Source: an optimization exercise on an open RTL-to-GDS flow (aim: small area, a short achievable clock period and few clock cycles). Production flows keep margins and buffers that such runs may drop. Where RTL was checked, it was by simulation tests only, not by an equivalence proof against the original. Power and IR drop assume default switching activity.

Setup of build 61:
==> flow/design.v (excerpt) <==
module rk_gpio (
    input              clk,
    input              rst,
    input              cmd_valid,
    output             cmd_ready,
    input      [31:0]  cmd_desc,
    input      [31:0]  cmd_data,
    output             rsp_valid,
    output     [2:0]   rsp_status,
    output     [31:0]  rsp_data,
    output             disp_valid,
    output     [7:0]   disp_irq,
    output             disp_exit,
    input      [63:0]  pad_in,
    output     [63:0]  pad_out,
    output     [63:0]  pad_oe,
    output     [63:0]  pull_en,
    output     [1:0]   bank_irq
);
Size in the first run: ~4,500 cells after synthesis, roughly 900 flip-flops, ~45,000 sq um of cells after synthesis.
Settings: LEC_CHECK=0, CAP_MARGIN=20, CORE_MARGIN=2, CORE_UTILIZATION=50, CTS_BUF_LIST=sky130_fd_sc_hd__clkbuf_16, CTS_CLUSTER_DIAMETER=100, CTS_CLUSTER_SIZE=20, SLEW_MARGIN=20; clock period 10.0 ns.
standard.sh (not shown) runs the stock make flow with config.mk's settings and CLKGATE_MAP_FILE= SYNTH_SCRIPT=/design/flow/synth_recipe.tcl, a recipe that flattens the netlist after the stock synthesis.
==> flow/flow/run.sh <==
#!/bin/bash
# The standard layout (the standard.sh, unchanged synthesis), with a timing
# repair target below the clock period, port buffers that are plain buffers,
# and cell sizing not held to the same footprint.
set -euo pipefail
bash standard.sh synth > synth.log 2>&1
bash standard.sh SETUP_SLACK_MARGIN=6.5 MATCH_CELL_FOOTPRINT=0 \
    "BUFFER_PORTS_ARGS=-buffer_cell sky130_fd_sc_hd__buf_2" finish > layout.log 2>&1
Testbench counts of build 61, summed over its fixed seeds: cycles 5,593.
Input changes introduced in build 27 (baseline for comparison: build 61):
Settings: CTS_CLUSTER_SIZE now 24, was 20.
## What came out
- The final reports for build 27 and build 61 show part of the power in the clock network lower in the former.
- Any difference in number of inserted filler cells in the final layout between build 61 and build 27 is small enough to ignore.
- Changes observed in build 27 relative to build 61: logic depth of the worst setup path including buffers now smaller; wire length closely matched the old numbers; number of standard cells in the layout, taps in and fillers out comparable.
Setup changes, build 27 to build 19
Settings: swapping 20 for 10 in SLEW_MARGIN; swapping 24 for 20 in CTS_CLUSTER_SIZE; swapping 20 for 10 in CAP_MARGIN.
--- a/flow/flow/run.sh
+++ b/flow/flow/run.sh
@@ -6,3 +6,3 @@
 bash standard.sh synth > synth.log 2>&1
-bash standard.sh SETUP_SLACK_MARGIN=6.5 MATCH_CELL_FOOTPRINT=0 \
-    "BUFFER_PORTS_ARGS=-buffer_cell sky130_fd_sc_hd__buf_2" finish > layout.log 2>&1
+bash standard.sh SETUP_SLACK_MARGIN=6.2 MATCH_CELL_FOOTPRINT=0 \
+    "BUFFER_PORTS_ARGS=-buffer_cell sky130_fd_sc_hd__buf_1" finish > layout.log 2>&1
==> results.txt <==
The switching power was comparable across build 19 and build 27. Number of antenna violations at the first check in global routing for build 19: 2 down relative to build 27. Build 27 → build 19: setup slack -320 ps; final layout net count ~0 delta; fraction of layout cells with a size suffix above 1 -9.2 points; number of multi-input combinational cells ~0 delta; total power +1.0%.
--- input diff build 19..build 80 ---
--- a/flow/flow/run.sh
+++ b/flow/flow/run.sh
@@ -6,3 +6,3 @@
 bash standard.sh synth > synth.log 2>&1
-bash standard.sh SETUP_SLACK_MARGIN=6.2 MATCH_CELL_FOOTPRINT=0 \
+bash standard.sh SETUP_SLACK_MARGIN=6.5 MATCH_CELL_FOOTPRINT=0 RECOVER_POWER=100 \
     "BUFFER_PORTS_ARGS=-buffer_cell sky130_fd_sc_hd__buf_1" finish > layout.log 2>&1
==> comparison <==
- Build 80 finished all stages; however, its layout fails the closing checks, the failures being capacitance limit, slew limit.
- Build 80 vs build 19 on share of layout cells above drive strength 1: build 80 is the lower one.
- For total non-filler cell area in the finished layout, build 19 and build 80 come out practically identical.
- Share of the clock period used by the worst path after layout in build 80 vs build 19: up 31 points
- On time the worst path needs with I/O delays and setup: build 80 sits above build 19.
Setup changes, build 80 to build 95
Settings: SLEW_MARGIN now 20, was 10; CAP_MARGIN now 20, was 10; TNS_END_PERCENT now 0, previously not set.
--- a/flow/flow/run.sh
+++ b/flow/flow/run.sh
@@ -6,3 +6,3 @@
 bash standard.sh synth > synth.log 2>&1
-bash standard.sh SETUP_SLACK_MARGIN=6.5 MATCH_CELL_FOOTPRINT=0 RECOVER_POWER=100 \
-    "BUFFER_PORTS_ARGS=-buffer_cell sky130_fd_sc_hd__buf_1" finish > layout.log 2>&1
+bash standard.sh SETUP_SLACK_MARGIN=6.5 MATCH_CELL_FOOTPRINT=0 \
+    "BUFFER_PORTS_ARGS=-buffer_cell sky130_fd_sc_hd__buf_2" finish > layout.log 2>&1
Findings:
Build 95 ended with more highest clock rate than build 80. Switching power total: build 95 vs build 80 — no meaningful difference. Compared with build 80, build 95 shows a portion of total power attributed to the clock network that is 0.2 points higher. Compared with build 80, in build 95 sequential share of layout area dropped 0.82 points; power dissipated in combinational cells has remained practically unchanged. Detailed-route DRC error count: build 80 vs build 95 identical. Looking at met3 usage, build 95 sits 3.1 points above build 80. Build 95 went all the way through synthesis, placement and routing and the layout is clean on timing, DRC and antenna.
diff inputs: build 95 => build 42
Settings: changing SLEW_MARGIN from 20 to 10; removing TNS_END_PERCENT (formerly 0); changing CAP_MARGIN from 20 to 10.
--- a/flow/flow/run.sh
+++ b/flow/flow/run.sh
@@ -7,2 +7,2 @@
 bash standard.sh SETUP_SLACK_MARGIN=6.5 MATCH_CELL_FOOTPRINT=0 \
-    "BUFFER_PORTS_ARGS=-buffer_cell sky130_fd_sc_hd__buf_2" finish > layout.log 2>&1
+    "BUFFER_PORTS_ARGS=-buffer_cell sky130_fd_sc_hd__buf_1" finish > layout.log 2>&1
- Taking build 42 as 1.0, build 95 lands at 1.06 on leakage power.
- Going from build 95 to build 42, combinational fraction of design power has remained practically unchanged; wire length of the first global-routing pass has increased; worst slack at placement has increased.
- Final routed wire length divided by cell count (build 42 vs. build 95) increases slightly
- Critical path depth was higher in the run labelled build 95.
- In the flow results for build 95 and build 42, the number of non-clock buffers is smaller on build 95.

## violet
rk_gpio, a different RTL version from the one above (not shown whole).
For scale: roughly 900 flip-flops, ~45000 um2 of cells after synthesis.
export LEC_CHECK = 0
export CAP_MARGIN = 20
export CORE_MARGIN = 2
export CORE_UTILIZATION = 55
export CTS_BUF_LIST = sky130_fd_sc_hd__clkbuf_16
export CTS_CLUSTER_DIAMETER = 100
export CTS_CLUSTER_SIZE = 20
export SLEW_MARGIN = 20
create_clock -name core_clock -period 10.0 [get_ports {clk}]
==> flow/flow/run.sh <==
#!/bin/bash
# The standard layout (the standard.sh, unchanged synthesis), with a timing
# repair target below the clock period, port buffers that are plain buffers,
# and cell sizing not held to the same footprint.
set -euo pipefail
bash standard.sh synth > synth.log 2>&1
bash standard.sh SETUP_SLACK_MARGIN=6.7 MATCH_CELL_FOOTPRINT=0 \
    "BUFFER_PORTS_ARGS=-buffer_cell sky130_fd_sc_hd__buf_1" finish > layout.log 2>&1
What garnet does differently from violet at the input level:
# violet
export LEC_CHECK = 0
export CAP_MARGIN = 20
export CORE_MARGIN = 2
export CORE_UTILIZATION = 55
export CTS_BUF_LIST = sky130_fd_sc_hd__clkbuf_16
export CTS_CLUSTER_DIAMETER = 100
export CTS_CLUSTER_SIZE = 20
export SLEW_MARGIN = 20
create_clock -name core_clock -period 10.0 [get_ports {clk}]
# garnet
export LEC_CHECK = 0
export CAP_MARGIN = 10
export CORE_MARGIN = 2
export CORE_UTILIZATION = 55
export CTS_BUF_LIST = sky130_fd_sc_hd__clkbuf_16
export CTS_CLUSTER_DIAMETER = 100
export CTS_CLUSTER_SIZE = 20
export SLEW_MARGIN = 10
create_clock -name core_clock -period 10.0 [get_ports {clk}]
==> results.txt <==
violet finished every stage and its layout cleared the timing, design-rule and antenna checks.
The flow for garnet finished, though final verification flagged max-capacitance violations.
Slack of the worst reg-to-reg path: garnet vs violet, no meaningful difference
On measured slew at the worst slew-check pin, the higher figure sits with garnet, not violet.
garnet gives more final wirelength than violet did.
Between violet and garnet, the difference in sequential share of layout area is negligible.
[inputs] amber vs garnet
# garnet
export LEC_CHECK = 0
export CAP_MARGIN = 10
export CORE_MARGIN = 2
export CORE_UTILIZATION = 55
export CTS_BUF_LIST = sky130_fd_sc_hd__clkbuf_16
export CTS_CLUSTER_DIAMETER = 100
export CTS_CLUSTER_SIZE = 20
export SLEW_MARGIN = 10
create_clock -name core_clock -period 10.0 [get_ports {clk}]
# amber
export LEC_CHECK = 0
export CAP_MARGIN = 15
export CORE_MARGIN = 2
export CORE_UTILIZATION = 50
export CTS_BUF_LIST = sky130_fd_sc_hd__clkbuf_16
export CTS_CLUSTER_DIAMETER = 100
export CTS_CLUSTER_SIZE = 20
export SLEW_MARGIN = 15
create_clock -name core_clock -period 10.0 [get_ports {clk}]
## What came out
amber has completed all stages; timing, DRC and antenna checks passed.
Worst supply voltage drop on vdd: amber < garnet
garnet vs amber, worst setup path startpoint: rsp_d[3]$_DFFE_PN_ vs rsp_d[1]$_DFFE_PN_
Diff garnet -> amber: clock network fraction of design power saw little to no change, setup slack after layout saw an increase, total wire length after detailed routing saw an increase, vias per cell saw a decrease.
When amber is measured against garnet, its met1 capacity usage during global routing turns out 4.4 points lower.
On wire length of the first global-routing pass, amber does worse than garnet.
No run of this note included a check of the RTL's function; only the layout flow was run.

## the baseline
rk_gpio, a different RTL version from the one above (not shown whole).
Size: ~4200 cells after synthesis, roughly 900 flip-flops, about 44000 um2 of cells after synthesis.
==> flow/design.v (excerpt) <==
module rk_gpio (
    input              clk,
    input              rst,
    input              cmd_valid,
    output             cmd_ready,
    input      [31:0]  cmd_desc,
    input      [31:0]  cmd_data,
    output             rsp_valid,
    output     [2:0]   rsp_status,
    output     [31:0]  rsp_data,
    output             disp_valid,
    output     [7:0]   disp_irq,
    output             disp_exit,
    input      [63:0]  pad_in,
    output     [63:0]  pad_out,
    output     [63:0]  pad_oe,
    output     [63:0]  pull_en,
    output     [1:0]   bank_irq
);
==> flow/config.mk <==
export PLATFORM = sky130hd
export DESIGN_NAME = rk_gpio
export DESIGN_NICKNAME = rk_gpio
export VERILOG_FILES = /design/flow/design.v
export SDC_FILE = /design/flow/constraint.sdc
export NUM_CORES = 8
export LEC_CHECK = 0
export CAP_MARGIN = 20
export CORE_MARGIN = 2
export CORE_UTILIZATION = 55
export CTS_BUF_LIST = sky130_fd_sc_hd__clkbuf_16
export CTS_CLUSTER_DIAMETER = 100
export CTS_CLUSTER_SIZE = 20
export SLEW_MARGIN = 20
==> flow/constraint.sdc <==
create_clock -name core_clock -period 10.0 [get_ports {clk}]
set_input_delay 2.0000 -clock core_clock [delete_from_list [all_inputs] [get_ports {clk}]]
set_output_delay 2.0000 -clock core_clock [all_outputs]
set_load 0.01 [all_outputs]
Scripts as last shown in full above: flow/flow/run.sh
Input changes introduced in the candidate (baseline for comparison: the baseline):
- CORE_UTILIZATION changed from 55 to 50
--- outcome ---
- On clock network contribution to total cell area, the candidate tracks the baseline almost exactly.
- Die area went up by a little under 10% going from the baseline to the candidate.
- Via count up about 0.54% in the candidate wrt the baseline
- Sort the candidate and the baseline by wire length, ascending, and the baseline comes first.
- When the candidate is measured against the baseline, its utilization turns out 5.0 points lower.
No run of this note included a check of the RTL's function; only the layout flow was run.

rk_gpio, a different RTL version from the one above (not shown whole).
For scale: roughly 900 flip-flops, about 45000 µm² of cells after synthesis.
==> flow/config.mk <==
export PLATFORM = sky130hd
export DESIGN_NAME = rk_gpio
export DESIGN_NICKNAME = rk_gpio
export VERILOG_FILES = /design/flow/design.v
export SDC_FILE = /design/flow/constraint.sdc
export NUM_CORES = 8
export LEC_CHECK = 0
export CAP_MARGIN = 20
export CORE_MARGIN = 2
export CORE_UTILIZATION = 55
export CTS_BUF_LIST = sky130_fd_sc_hd__clkbuf_16
export CTS_CLUSTER_DIAMETER = 100
export CTS_CLUSTER_SIZE = 20
export SLEW_MARGIN = 20
==> flow/constraint.sdc <==
create_clock -name core_clock -period 10.0 [get_ports {clk}]
set_input_delay 2.0000 -clock core_clock [delete_from_list [all_inputs] [get_ports {clk}]]
set_output_delay 2.0000 -clock core_clock [all_outputs]
set_load 0.01 [all_outputs]
Scripts as last shown in full above: flow/flow/run.sh
The starting point finished clean.
==> next run, changes <==
Settings changed: CORE_UTILIZATION 55 to 50.
Result: Via count decreases by 1.4%; sequential power barely changes; wire length increases by 2.3%; final area increases by 1.5%; maximum frequency increases by 1.8%; utilization decreases by 4.9 points.
Function was not checked in any run of this note: the RTL went through the layout flow alone.

Another version of the RTL of rk_gpio (not shown whole).
Size in the first run: ~4,300 cells after synthesis, roughly 900 flip-flops, ~370 I/O pins, about 44,000 um2 of cells after synthesis.
Design rk_gpio, start of the top module:
module rk_gpio (
    input              clk,
    input              rst,
    input              cmd_valid,
    output             cmd_ready,
    input      [31:0]  cmd_desc,
    input      [31:0]  cmd_data,
    output             rsp_valid,
    output     [2:0]   rsp_status,
    output     [31:0]  rsp_data,
    output             disp_valid,
    output     [7:0]   disp_irq,
    output             disp_exit,
    input      [63:0]  pad_in,
    output     [63:0]  pad_out,
    output     [63:0]  pad_oe,
    output     [63:0]  pull_en,
    output     [1:0]   bank_irq
);
    localparam ST_OK = 3'd0, ST_RANGE = 3'd1, ST_TRIG = 3'd2, ST_PULL = 3'd3,
               ST_MALFORMED = 3'd5, ST_INVREG = 3'd6, ST_GATED = 3'd7;
    wire [7:0]  op  = cmd_desc[31:24];
    wire [3:0]  fa  = cmd_desc[23:20];
    wire [3:0]  fz  = cmd_desc[19:16];
    wire [15:0] pin = cmd_desc[15:0];
    wire [7:0]  fb  = cmd_desc[15:8];
    wire [7:0]  fr  = cmd_desc[7:0];
    wire o_rd   = (op == 8'h01), o_wr  = (op == 8'h02), o_sb  = (op == 8'h03);
    wire o_wm   = (op == 8'h04) | (op == 8'h05);
    wire o_sdir = (op == 8'h10), o_slev = (op == 8'h11), o_glev = (op == 8'h12);
    wire o_pull = (op == 8'h13), o_trig = (op == 8'h14), o_req  = (op == 8'h15);
    wire o_toirq = (op == 8'h16);
    wire o_ien  = (op == 8'h20), o_idis = (op == 8'h21), o_iack = (op == 8'h22);
    wire o_wake = (op == 8'h23);
  ...
clock: 10.0 ns
lec_check: 0
cap_margin: 20
core_margin: 2
core_utilization: 50
cts_buf_list: sky130_fd_sc_hd__clkbuf_16
cts_cluster_diameter: 100
cts_cluster_size: 20
slew_margin: 20
Scripts as last shown in full above: flow/flow/run.sh
Testbench counts at the start, summed over its fixed seeds: cycles 5,593.
Then changed:
--- a/flow/flow/run.sh
+++ b/flow/flow/run.sh
@@ -5,4 +5,4 @@
 set -euo pipefail
 bash standard.sh synth > synth.log 2>&1
-bash standard.sh SETUP_SLACK_MARGIN=6.7 MATCH_CELL_FOOTPRINT=0 \
+bash standard.sh SETUP_SLACK_MARGIN=6.6 MATCH_CELL_FOOTPRINT=0 \
     "BUFFER_PORTS_ARGS=-buffer_cell sky130_fd_sc_hd__buf_1" finish > layout.log 2>&1
Outcome: Wire length decreases slightly; synthesized area is unchanged; sequential power hardly moves; design area decreases slightly; combinational power hardly moves; total power stays flat; global-route usage decreases by 0.58 points.
Then changed:
--- a/flow/flow/run.sh
+++ b/flow/flow/run.sh
@@ -5,4 +5,4 @@
 set -euo pipefail
 bash standard.sh synth > synth.log 2>&1
-bash standard.sh SETUP_SLACK_MARGIN=6.6 MATCH_CELL_FOOTPRINT=0 \
+bash standard.sh SETUP_SLACK_MARGIN=6.7 MATCH_CELL_FOOTPRINT=0 \
     "BUFFER_PORTS_ARGS=-buffer_cell sky130_fd_sc_hd__buf_1" finish > layout.log 2>&1
- CORE_UTILIZATION: 50 -> 55
Sequential share of layout area goes down by 0.40 points; global-route usage goes up by 5.2 points; register-to-register slack degrades by 0.09 ns; setup slack degrades by 0.091 ns; power goes up by 0.66%; routed wire length goes up by 0.45%; combinational power goes up by about 2%; die area goes down by 9.0%; area after synthesis stays the same; via count goes up by 2.9%.

-- re-timing with driven ports --
No port has a modelled driver above. Below, the same layouts with a new extraction and two added sets of constraints.
Step 1 sets driving cells, clkbuf_16 on the clock port and buf_2 on the other inputs (assumed; they add their load-dependent delay and slew).
Step 2 moves the port delays by t, midway between the first and last clock arrival at a register: inputs arrive t later, outputs are due t later. That takes back most of the time a late clock gives input paths.
Three values: ideal ports, drivers, drivers and shift; two values: the first two.
run | t (ns) | setup slack, ns | worst register clock-pin slew, ns | worst data-port slew with drivers (ns) | pins driven straight from the clock port
build 61 | 0.770 | 6.423 / 6.405 / 5.995 | 0.10 / 0.10 | 0.13 | 1
build 27 | 0.732 | 6.439 / 6.432 / 6.013 | 0.12 / 0.12 | 0.12 | 1
build 19 | 0.752 | 6.116 / 6.116 / 5.820 | 0.10 / 0.10 | 0.04 | 1
build 80 | 0.748 | 3.035 / 3.035 / 3.035 | 0.10 / 0.10 | 0.06 | 1
build 95 | 0.776 | 6.289 / 6.289 / 5.854 | 0.10 / 0.10 | 0.05 | 1
build 42 | 0.748 | 6.420 / 6.413 / 5.954 | 0.10 / 0.10 | 0.05 | 1
violet | 0.738 | 6.504 / 6.427 / 5.990 | 0.11 / 0.11 | 0.09 | 1
garnet | 0.744 | 6.493 / 6.416 / 6.044 | 0.11 / 0.11 | 0.09 | 1
amber | 0.748 | 6.525 / 6.450 / 6.124 | 0.10 / 0.10 | 0.07 | 1
the baseline | 0.736 | 6.559 / 6.482 / 5.996 | 0.10 / 0.10 | 0.07 | 1
the candidate | 0.730 | 6.497 / 6.452 / 5.857 | 0.10 / 0.10 | 0.23 | 1
the first run of note 4 | 0.750 | 6.456 / 6.456 / 6.009 | 0.11 / 0.11 | 0.12 | 1
the second run of note 4 | 0.765 | 6.520 / 6.445 / 6.025 | 0.10 / 0.10 | 0.15 | 1
the first run of note 5 | 0.741 | 6.539 / 6.464 / 5.926 | 0.11 / 0.11 | 0.07 | 1
the second run of note 5 | 0.725 | 6.281 / 6.281 / 5.798 | 0.10 / 0.10 | 0.09 | 1
the third run of note 5 | 0.732 | 6.190 / 6.190 / 5.923 | 0.10 / 0.10 | 0.05 | 1
The setup slack of the candidate, which loses most, moves by -0.045 ns with the drivers and by -0.640 ns with both steps.
